Background: an optimization exercise with open tools, aiming at small area and a short achievable clock period. Do not read the settings as production practice.
At most, simulation tests tie the RTL to the original design; equivalence was not proved.
Power and IR drop assume default switching activity.

==> flow/design.v (excerpt) <==
module rtp_rx_check (
    input  wire        clk,
    input  wire        rst,
    input  wire        in_valid,
    input  wire [63:0] in_data,
    input  wire        in_last,
    input  wire [2:0]  in_nbytes,
    output wire        out_valid,
    output wire        out_hdr,
    output wire        out_ok,
    output wire [31:0] out_type,
    output wire [31:0] out_seq,
    output wire [31:0] out_len,
    output wire [31:0] out_csum,
    output wire [15:0] out_sum,
    output wire [10:0] out_plen,
    output wire [11:0] out_flen
);
    reg         first;
    reg         ph_b1;
    reg         ph_pl;
    reg         ph_past;
    reg         fin;         
    reg  [11:0] flen;        
    reg  [10:0] room;        
    reg         lim;         
    reg  [15:0] acc_s;       
    reg  [15:0] acc_c;
    reg  [31:0] f_type;
    reg  [31:0] f_seq;
    reg  [31:0] f_len;
    reg  [31:0] f_csum;
    wire        full     = ~in_last | (in_nbytes == 3'd0);
    wire [3:0]  nb       = full ? 4'd8 : {1'b0, in_nbytes};
    wire        room_all = |room[10:3];
    reg  [7:0]  kb, lb;
    reg  [63:0] masked;
    integer     j;
    always @* begin
        for (j = 0; j < 8; j = j + 1) begin
            kb[j] = in_valid & (first | (ph_b1 & (j < 4)) | (ph_pl & (room_all | (room[2:0] > j))));
            lb[j] = ~in_last | (in_nbytes == 3'd0) | (in_nbytes > j);
            masked[63 - 8*j -: 8] = in_data[63 - 8*j -: 8] & {8{kb[j]}} & {8{lb[j]}};
        end
    end
    function [31:0] csa;
        input [15:0] a, b, c;
  ...
Settings: LEC_CHECK=0, CAP_MARGIN=20, CORE_MARGIN=2, CORE_UTILIZATION=40, CTS_BUF_LIST=sky130_fd_sc_hd__clkbuf_8, CTS_CLUSTER_SIZE=30, PLACE_DENSITY=0.6, SETUP_SLACK_MARGIN=2.9, SLEW_MARGIN=20; clock period 7.0 ns.
standard.sh (not shown) runs the stock make flow with config.mk's settings and CLKGATE_MAP_FILE= SYNTH_SCRIPT=/design/flow/synth_recipe.tcl, a recipe that flattens the netlist after the stock synthesis.
==> flow/flow/run.sh <==
#!/bin/bash
bash standard.sh finish BUFFER_PORTS_ARGS="-buffer_cell sky130_fd_sc_hd__buf_1" > standard.log 2>&1
Next try:
Settings changed: CORE_UTILIZATION 40 to 60, PLACE_DENSITY 0.6 to 0.75.
The changed run produced a clean layout.
Global-route usage is higher by 9.1 points.
Cell area is lower by 1.6%.
Clock skew is lower by 0.0035 ns.
Power is lower by 1.4%.
Routed wire length is lower by 6.4%.
Via count is higher by 2.2%.
Next try:
Settings changed: CORE_UTILIZATION 60 to 40, PLACE_DENSITY 0.75 to 0.6, SETUP_SLACK_MARGIN 2.9 to 2.6.
Effect: The changed run completed without violations; count of clock-buffer cells in the layout does not change; setup slack gets worse by 0.21 ns; non-clock buffer count decreases by 3; power decreases slightly; cell area increases slightly; routed wire length increases by a few percent; critical path depth increases by 3; maximum frequency decreases by a few percent; area after synthesis does not change.
Next try:
Settings changed: SETUP_SLACK_MARGIN 2.6 to 3.2.
The new run completed with no timing, DRC or antenna violations.
Power went up by 11%.
Flip-flop and latch count is unchanged.
Design area went up by 6.3%.
Via count went up by 2.2%.
Setup slack gets better by 0.45 ns.
First-iteration DRC count went up by 4.6%.


Setup of the previous run:
Another version of the RTL of rtp_rx_check (not shown whole).
Size: roughly 850 cells after synthesis, about 250 flip-flops, ~240 I/O pins.
clock: 7.0 ns
lec_check: 0
cap_margin: 20
core_margin: 2
core_utilization: 40
cts_buf_list: sky130_fd_sc_hd__clkbuf_8
cts_cluster_size: 30
place_density: 0.6
setup_slack_margin: 3.6
slew_margin: 20
Scripts as last shown in full above: flow/flow/run.sh
The previous run finished end to end and its layout was clean on timing, DRC and antenna.
What the current run does differently from the previous run at the input level:
- SETUP_SLACK_MARGIN changed from 3.6 to 3.3
The power was comparable across the current run and the previous run.
Taking the previous run as the reference, in the current run area of the multi-input gates stayed essentially flat, routed wire length on met3 rose by about 12%.
The current run finished all stages; the layout is clean.
Of the two values seen for critical path endpoint, acc_k[3] was produced by the previous run and acc_k[2] by the current run.
Comparing the previous run with the current run, the global-route total usage across every layer came out essentially unchanged.
No functional check of the RTL was part of any run of this note.


rtp_rx_check, a different RTL version from the one above (not shown whole).
Size in the first run: about 1,000 cells after synthesis, roughly 200 flip-flops.
clock: 7.0 ns
lec_check: 0
cap_margin: 20
core_margin: 2
core_utilization: 40
place_density: 0.6
setup_slack_margin: 3.3
slew_margin: 20
==> flow/flow/run.sh <==
#!/bin/bash
bash standard.sh finish BUFFER_PORTS_ARGS="-buffer_cell sky130_fd_sc_hd__buf_2" > standard.log 2>&1
The first run completed without violations.
Change:
SETUP_SLACK_MARGIN = not set   (was 3.3)
Routed wire length went down by a few percent.
Total power shrinks by a few percent.
Design area goes down by a little under a tenth.
Combinational power goes down by about a fifth.
Change:
SETUP_SLACK_MARGIN = 2.9   (was not set)
Result: Count of clock-buffer cells in the layout stays the same. Worst setup slack gains 0.29 ns. Wire length shrinks slightly. Global-route usage hardly moves.
Change:
ABC_CLOCK_PERIOD_IN_PS = 1000   (was not set)
SETUP_SLACK_MARGIN = not set   (was 2.9)
Power went down by 1.9%.
Count of clock-buffer cells in the layout does not change.
Die area stays the same.
Critical path depth stays the same.
Fmax drops by about 6.5%.
Combinational power went down by about 4%.
Wire length rose by 0.31%.
Sequential power hardly moves.
Setup slack got worse by 0.29 ns.
No run of this note included a check of the RTL's function; only the layout flow was run.


Another version of the RTL of rtp_rx_check (not shown whole).
For scale: ~240 I/O pins, about 10000 um^2 of cells after synthesis.
==> flow/design.v (excerpt) <==
module rtp_rx_check (
    input  wire        clk,
    input  wire        rst,
    input  wire        in_valid,
    input  wire [63:0] in_data,
    input  wire        in_last,
    input  wire [2:0]  in_nbytes,
    output wire        out_valid,
    output wire        out_hdr,
    output wire        out_ok,
    output wire [31:0] out_type,
    output wire [31:0] out_seq,
    output wire [31:0] out_len,
    output wire [31:0] out_csum,
    output wire [15:0] out_sum,
    output wire [10:0] out_plen,
    output wire [11:0] out_flen
);
    reg         first;
    reg         ph_b1;
    reg         ph_pl;
    reg         ph_past;
    reg         fin;         
    reg  [11:0] flen;        
    reg  [10:0] room;        
    reg         lim;         
    reg  [15:0] acc_s;       
    reg  [15:0] acc_c;
    reg  [31:0] f_type;
    reg  [31:0] f_seq;
    reg  [31:0] f_len;
    reg  [31:0] f_csum;
  ...
export LEC_CHECK = 0
export CAP_MARGIN = 20
export CORE_MARGIN = 2
export CORE_UTILIZATION = 40
export CTS_BUF_LIST = sky130_fd_sc_hd__clkbuf_8
export CTS_CLUSTER_SIZE = 30
export PLACE_DENSITY = 0.6
export SETUP_SLACK_MARGIN = 2.9
export SLEW_MARGIN = 20
export TNS_END_PERCENT = 20
create_clock -name core_clock -period 7.0 [get_ports {clk}]
==> flow/flow/run.sh <==
#!/bin/bash
bash standard.sh finish BUFFER_PORTS_ARGS="-buffer_cell sky130_fd_sc_hd__buf_1" > standard.log 2>&1
==> next run, changes <==
--- a/flow/config.mk
+++ b/flow/config.mk
@@ -12,5 +12,5 @@
 export CTS_CLUSTER_SIZE = 30
 export PLACE_DENSITY = 0.6
-export SETUP_SLACK_MARGIN = 2.9
+export SETUP_SLACK_MARGIN = 3.1
 export SLEW_MARGIN = 20
 export TNS_END_PERCENT = 20
Cell area rises by about 0.8%.
Total power stays flat.
Sequential cell count is unchanged.
Clock skew stays flat.
Utilization rises by 0.37 points.
Final cell count rises by 0.44%.
Die area is unchanged.
First-iteration DRC count rises by about 5.6%.
Worst setup slack gets worse by 0.046 ns.
Worst hold slack gets worse by 0.022 ns.
Non-clock buffer count rises by 6.


## run 1
rtp_rx_check again, from the RTL that the note above started with.
Design rtp_rx_check, start of the top module:
module rtp_rx_check (
    input  wire        clk,
    input  wire        rst,
    input  wire        in_valid,
    input  wire [63:0] in_data,
    input  wire        in_last,
    input  wire [2:0]  in_nbytes,
    output wire        out_valid,
    output wire        out_hdr,
    output wire        out_ok,
    output wire [31:0] out_type,
    output wire [31:0] out_seq,
    output wire [31:0] out_len,
    output wire [31:0] out_csum,
    output wire [15:0] out_sum,
    output wire [10:0] out_plen,
    output wire [11:0] out_flen
);
clock: 7.0 ns
lec_check: 0
cap_margin: 20
core_margin: 2
core_utilization: 50
cts_buf_list: sky130_fd_sc_hd__clkbuf_8
cts_cluster_size: 30
place_density: 0.7
setup_slack_margin: 3.4
slew_margin: 20
tns_end_percent: 0
Scripts as last shown in full above: flow/flow/run.sh
Per the final summary, run 1 finished and its layout is clean on timing, DRC and antenna.
Inputs modified between run 1 and run 2:
- changing TNS_END_PERCENT from 0 to 20
- changing CORE_UTILIZATION from 50 to 40
- changing SETUP_SLACK_MARGIN from 3.4 to 3.0
- changing PLACE_DENSITY from 0.7 to 0.6
Notes after the runs:
- Looking at end-of-flow core utilization across run 2 and run 1, the one that comes out lower is run 2.
- There was hardly any difference in fraction of power spent switching nets between run 1 and run 2.
- Compared with run 1, in run 2 number of global-route vias before repair went down; non-clock buffer contribution to total cell area moved down; minimum period implied by the final worst setup slack moved up; slack of the critical path dropped 0.096 ns; overall die height rose about 11%.
- met2 usage in global routing in run 2 is 9.1 points below run 1.
Input changes introduced in run 3 (baseline for comparison: run 2):
- swapping 40 for 50 in CORE_UTILIZATION
- swapping 0.6 for 0.7 in PLACE_DENSITY
- swapping 3.0 for 2.9 in SETUP_SLACK_MARGIN
[summary]
Against run 2, run 3 comes in 0.56 points higher on global routing met3 resource utilization. First-pass GRT wire length on run 3 is down relative to run 2. Of the two candidates, run 2 has the worse worst relative slew slack and run 3 the better one. Flip-flop and latch share of the layout cell area, run 3 and run 2: smaller value in run 2. Of run 3 and run 2, the lower fraction of power consumed by the clock network belongs to run 3. In the tables for run 3 and run 2, cell count after placement reads lower with run 3. For the worst setup slack, run 3 came in 0.0095 ns higher than run 2 did. Relative to run 2, count of clock-buffer cells in the layout has decreased by 1 in run 3.
[inputs] run 4 vs run 3
- TNS_END_PERCENT now 0, was 20
- SETUP_SLACK_MARGIN now 3.0, was 2.9
### Flow results
Power is higher on run 4
Of run 4 and run 3, the lower critical path depth belongs to run 3.
Final RePlAce weighted congestion of run 4 is on par with run 3.
Delta (run 4 minus run 3): via count +46; first-pass GRT wire length went down about 0.45%; shortest period the worst path allows moved up.
As far as post-CTS setup-driven buffer insertion count goes, run 4 and run 3 are indistinguishable; the numbers are identical.
Run 4: flow completed, timing, DRC and antenna clean
Compared run 3 against run 4; share of the final layout cell area in multi-input gates within noise.
Looking at total area of sequential cells, run 4 sits above run 3.
On proportion of power drawn by combinational gates, run 4 and run 3 are neck and neck.
Share of the clock period used by the worst path after layout: run 4 vs run 3, no meaningful difference


Another version of the RTL of rtp_rx_check (not shown whole).
For scale: about 880 cells after synthesis, roughly 190 flip-flops, roughly 240 I/O pins, about 10,000 µm² of cells after synthesis.
clock: 7.0 ns
lec_check: 0
cap_margin: 20
core_margin: 2
core_utilization: 40
cts_buf_list: sky130_fd_sc_hd__clkbuf_8
cts_cluster_size: 30
place_density: 0.6
setup_slack_margin: 3.2
slew_margin: 20
==> flow/flow/run.sh <==
#!/bin/bash
bash standard.sh finish BUFFER_PORTS_ARGS="-buffer_cell sky130_fd_sc_hd__buf_2" > standard.log 2>&1
The starting point completed without violations.
Edit:
Settings changed: SETUP_SLACK_MARGIN 3.2 to 2.9.
Effect:
- clock power came out lower by 8.6%
- total power came out lower by 7.0%
- wire length came out lower by 0.94%
- setup slack degrades by 0.11 ns
- critical path depth came out higher by 1
- core utilization came out lower by 2.5 points
Edit:
==> flow/flow/run.sh (replaced) <==
#!/bin/bash
bash standard.sh finish BUFFER_PORTS_ARGS="-buffer_cell sky130_fd_sc_hd__buf_1" > standard.log 2>&1
Effect:
- via count rose by 0.30%
- critical path depth fell by 2
- power fell by 1.7%
- final area fell by 2.1%
- first-iteration DRC count fell by 12%
- wire length hardly moves
- flip-flop and latch count is unchanged
- count of clock-buffer cells in the layout fell by 1
- global-route usage hardly moves
- sequential power barely changes
- sequential share of layout area rose by 0.99 points


RTL: one of the versions met above, not the one the previous note started from.
Size in the first run: about 850 cells after synthesis, ~190 flip-flops, about 10,000 µm² of cells after synthesis.
export LEC_CHECK = 0
export CAP_MARGIN = 20
export CORE_MARGIN = 2
export CORE_UTILIZATION = 40
export CTS_BUF_LIST = sky130_fd_sc_hd__clkbuf_8
export CTS_CLUSTER_DIAMETER = 100
export CTS_CLUSTER_SIZE = 50
export PLACE_DENSITY = 0.6
export SETUP_SLACK_MARGIN = 3.0
export SLEW_MARGIN = 20
create_clock -name core_clock -period 7.0 [get_ports {clk}]
==> flow/flow/run.sh <==
#!/bin/bash
bash standard.sh finish BUFFER_PORTS_ARGS="-buffer_cell sky130_fd_sc_hd__buf_1" > standard.log 2>&1
Change:
Settings changed: CTS_CLUSTER_DIAMETER 100 to not set, CTS_CLUSTER_SIZE 50 to 30, TNS_END_PERCENT set to 20.
What happened: The new run finished clean. Core utilization drops by 0.23 points. Synthesized cell count stays the same. Total power fell by 2.0%. Cell area is lower by 0.47%. Area after synthesis stays the same. Clock power falls by 5.7%. Routed wire length shrinks by 1.5%. Worst hold slack is better by 0.021 ns.


## old
The RTL this note starts from:
==> flow/design.v <==
module rtp_rx_check (
    input  wire        clk,
    input  wire        rst,
    input  wire        in_valid,
    input  wire [63:0] in_data,
    input  wire        in_last,
    input  wire [2:0]  in_nbytes,
    output wire        out_valid,
    output wire        out_hdr,
    output wire        out_ok,
    output wire [31:0] out_type,
    output wire [31:0] out_seq,
    output wire [31:0] out_len,
    output wire [31:0] out_csum,
    output wire [15:0] out_sum,
    output wire [10:0] out_plen,
    output wire [11:0] out_flen
);
    reg         first;
    reg         ph_b1;
    reg         ph_pl;
    reg         ph_past;
    reg         fin;         
    reg  [11:0] flen;        
    reg  [10:0] room;        
    reg         lim;         
    reg  [15:0] acc_p;       
    reg  [15:0] acc_g;       
    reg  [31:0] f_type;
    reg  [31:0] f_seq;
    reg  [31:0] f_len;
    reg  [31:0] f_csum;
    wire        full     = ~in_last | (in_nbytes == 3'd0);
    wire [3:0]  nb       = full ? 4'd8 : {1'b0, in_nbytes};
    wire        room_all = |room[10:3];
    reg  [7:0]  keep;
    reg  [63:0] masked;
    integer     j;
    always @* begin
        for (j = 0; j < 8; j = j + 1) begin
            keep[j] = in_valid & (full | (in_nbytes > j)) &
                      (first | (ph_b1 & (j < 4)) | (ph_pl & (room_all | (room[2:0] > j))));
            masked[63 - 8*j -: 8] = keep[j] ? in_data[63 - 8*j -: 8] : 8'h00;
        end
    end
    function [31:0] csa;
        input [15:0] a, b, c;
        reg   [15:0] m;
        begin
            m   = (a & b) | (a & c) | (b & c);
            csa = {m[14:0], m[15], a ^ b ^ c};
        end
    endfunction
    wire [15:0] s_in = first ? 16'd0 : acc_p;
    wire [15:0] c_in = first ? 16'd0 : {acc_g[14:0], acc_g[15]};
    wire [31:0] l1a  = csa(masked[63:48], masked[47:32], masked[31:16]);
    wire [31:0] l1b  = csa(masked[15:0], s_in, c_in);
    wire [31:0] l2   = csa(l1a[15:0], l1a[31:16], l1b[15:0]);
    wire [31:0] l3   = csa(l2[15:0], l2[31:16], l1b[31:16]);
    wire [10:0] len_sat  = (|in_data[63:43]) ? 11'h7FF : in_data[42:32];
    wire [10:0] room_dec = room_all ? room - 11'd8 : 11'd0;
    wire        pl_end   = (flen[10:3] == 8'hFF);     
    wire [11:0] base     = first ? 12'd0 : flen;
    wire [8:0]  base_inc = base[11:3] + 9'd1;
    always @(posedge clk) begin
        if (rst) begin
            first   <= 1'b1;
            ph_b1   <= 1'b0;
            ph_pl   <= 1'b0;
            ph_past <= 1'b0;
            fin     <= 1'b0;
        end else begin
            fin <= in_valid & in_last;
            if (in_valid) begin
                first   <= in_last;
                ph_b1   <= ~in_last & first;
                ph_pl   <= ~in_last & (ph_b1 | (ph_pl & ~pl_end));
                ph_past <= ~in_last & (ph_past | (ph_pl & pl_end));
            end
        end
        acc_p <= l3[15:0] ^ l3[31:16];
        acc_g <= l3[15:0] & l3[31:16];
        if (in_valid) begin
            if (!ph_past)
                flen <= full ? {base_inc, 3'b000} : {base[11:3], in_nbytes};
            if (first) begin
                f_type <= in_data[63:32];
                f_seq  <= in_data[31:0];
            end
            if (ph_b1) begin
                f_len  <= in_data[63:32];
                f_csum <= in_data[31:0];
                room   <= len_sat;
            end
            if (ph_pl)
                room   <= room_dec;
            lim <= ~ph_b1 && (room[10:4] == 7'd0) && (room[3:0] <= (ph_past ? 4'd0 : nb));
        end
    end
    reg  [15:0] gp, pp, gn, pn;
    integer     k, d;
    always @* begin
        gp = acc_g;
        pp = acc_p;
        for (d = 1; d < 16; d = d * 2) begin
            for (k = 0; k < 16; k = k + 1) begin
                gn[k] = gp[k] | (pp[k] & gp[(k + 16 - d) % 16]);
                pn[k] = pp[k] & pp[(k + 16 - d) % 16];
            end
            gp = gn;
            pp = pn;
        end
    end
    wire [15:0] sum = ~(acc_p ^ {gp[14:0], gp[15]});
    wire [31:0] vu    = csa(acc_p, {acc_g[14:0], acc_g[15]}, f_csum[15:0]);
    wire        z_sc  = ~|{acc_p, acc_g};
    wire        z_mod = (vu[15:0] == ~vu[31:16]) | ~|vu | &vu;
    wire        cs_lo0 = ~|f_csum[15:0];
    wire        cs_lo1 = &f_csum[15:0];
    wire        hdr   = |flen[11:4];
    wire [11:0] avail = flen - 12'd16;
    assign out_valid = fin;
    assign out_hdr   = hdr;
    assign out_ok    = hdr & ~|f_csum[31:16] & z_mod & ~(z_sc & cs_lo0) & ~(~z_sc & cs_lo1);
    assign out_type  = f_type;
    assign out_seq   = f_seq;
    assign out_len   = f_len;
    assign out_csum  = f_csum;
    assign out_sum   = sum;
    assign out_plen  = lim ? f_len[10:0] : avail[10:0];
    assign out_flen  = flen;
endmodule
Settings: LEC_CHECK=0, CAP_MARGIN=20, CORE_MARGIN=2, CORE_UTILIZATION=40, CTS_BUF_LIST=sky130_fd_sc_hd__clkbuf_8, CTS_CLUSTER_SIZE=30, PLACE_DENSITY=0.6, SETUP_SLACK_MARGIN=2.9, SLEW_MARGIN=20; clock period 7.0 ns.
==> flow/flow/run.sh <==
#!/bin/bash
bash standard.sh finish BUFFER_PORTS_ARGS="-buffer_cell sky130_fd_sc_hd__buf_2" > standard.log 2>&1
old was carried through to the last stage, and its layout satisfied the timing, design-rule and antenna checks.
The following lists how new was set up differently from old:
- CTS_BUF_LIST removed (was sky130_fd_sc_hd__clkbuf_8)
- CTS_CLUSTER_SIZE removed (was 30)
### Flow results
Diff old -> new: share of cell area taken by flip-flops and latches went down; switching part of the total went down; core utilization went up; final cell area excluding filler cells went up; buffer count excluding the clock tree in the final layout went down.
The global-route wire length before repair of old and that of new are within noise of each other.
new vs old — total power consumption of the routed design climbed by a few percent
Clock network fraction of total power: new > old
Biggest cell delay along the critical path of old is on par with new.
Buffer levels on the longest clock path came out exactly the same in old and new.
No functional check of the RTL was part of any run of this note.

-- port drivers added, routing unchanged --
How much do the figures lean on ideal ports? The routed layouts below were timed once more, with nothing changed but the port constraints. Step 1, drivers: a clkbuf_16 drives clk and a buf_2 each remaining input, both assumed. Step 2 times the ports against the registers' clock, not the clock port: input delays grow and output delays shrink by t, the midpoint of the rising clock arrivals with the driver on. Three values: no drivers, after step 1, after step 2; two values: the first two.
run | t, ns | slack for setup (ns) | worst hold slack (ns) | worst data-port slew with drivers (ns)
the first run of note 1 | 0.499 | 3.020 / 2.977 / 2.586 | 0.584 / 0.584 / 0.584 | 0.04
the second run of note 1 | 0.501 | 2.941 / 2.902 / 2.577 | 0.563 / 0.563 / 0.563 | 0.06
the third run of note 1 | 0.506 | 2.727 / 2.743 / 2.237 | 0.566 / 0.566 / 0.566 | 0.05
the fourth run of note 1 | 0.515 | 3.181 / 3.137 / 2.764 | 0.575 / 0.575 / 0.575 | 0.04
the previous run | 0.595 | 2.969 / 2.969 / 2.969 | 0.463 / 0.463 / 0.463 | 0.06
the current run | 0.595 | 2.938 / 2.938 / 2.938 | 0.471 / 0.471 / 0.471 | 0.06
the first run of note 3 | 0.490 | 2.791 / 2.742 / 2.378 | 0.485 / 0.485 / 0.485 | 0.08
the second run of note 3 | 0.486 | 2.515 / 2.466 / 2.081 | 0.504 / 0.504 / 0.504 | 0.07
the third run of note 3 | 0.488 | 2.809 / 2.763 / 2.469 | 0.497 / 0.497 / 0.497 | 0.07
the fourth run of note 3 | 0.486 | 2.515 / 2.466 / 2.081 | 0.504 / 0.504 / 0.504 | 0.07
the first run of note 4 | 0.504 | 3.004 / 2.963 / 2.524 | 0.594 / 0.594 / 0.594 | 0.04
the second run of note 4 | 0.514 | 2.958 / 2.915 / 2.631 | 0.571 / 0.571 / 0.571 | 0.04
run 1 | 0.520 | 3.066 / 3.022 / 2.633 | 0.554 / 0.554 / 0.554 | 0.04
run 2 | 0.499 | 2.969 / 2.929 / 2.582 | 0.537 / 0.537 / 0.537 | 0.08
run 3 | 0.516 | 2.979 / 2.938 / 2.535 | 0.524 / 0.524 / 0.524 | 0.07
run 4 | 0.497 | 2.969 / 2.990 / 2.493 | 0.538 / 0.538 / 0.538 | 0.06
the first run of note 6 | 0.520 | 3.131 / 3.086 / 2.824 | 0.546 / 0.546 / 0.546 | 0.07
the second run of note 6 | 0.509 | 3.022 / 3.001 / 2.517 | 0.550 / 0.550 / 0.550 | 0.05
the third run of note 6 | 0.520 | 3.007 / 2.960 / 2.511 | 0.547 / 0.547 / 0.547 | 0.05
the first run of note 7 | 0.508 | 3.093 / 3.052 / 2.674 | 0.552 / 0.552 / 0.552 | 0.04
the second run of note 7 | 0.499 | 3.087 / 3.045 / 2.647 | 0.573 / 0.573 / 0.573 | 0.05
old | 0.511 | 2.824 / 2.782 / 2.436 | 0.547 / 0.547 / 0.547 | 0.07
new | 0.477 | 2.806 / 2.759 / 2.487 | 0.548 / 0.548 / 0.548 | 0.07
After both steps setup and hold are still met in every run listed. The setup slack of the second run of note 6, which loses most, moves by -0.021 ns with the drivers and by -0.505 ns with both steps.
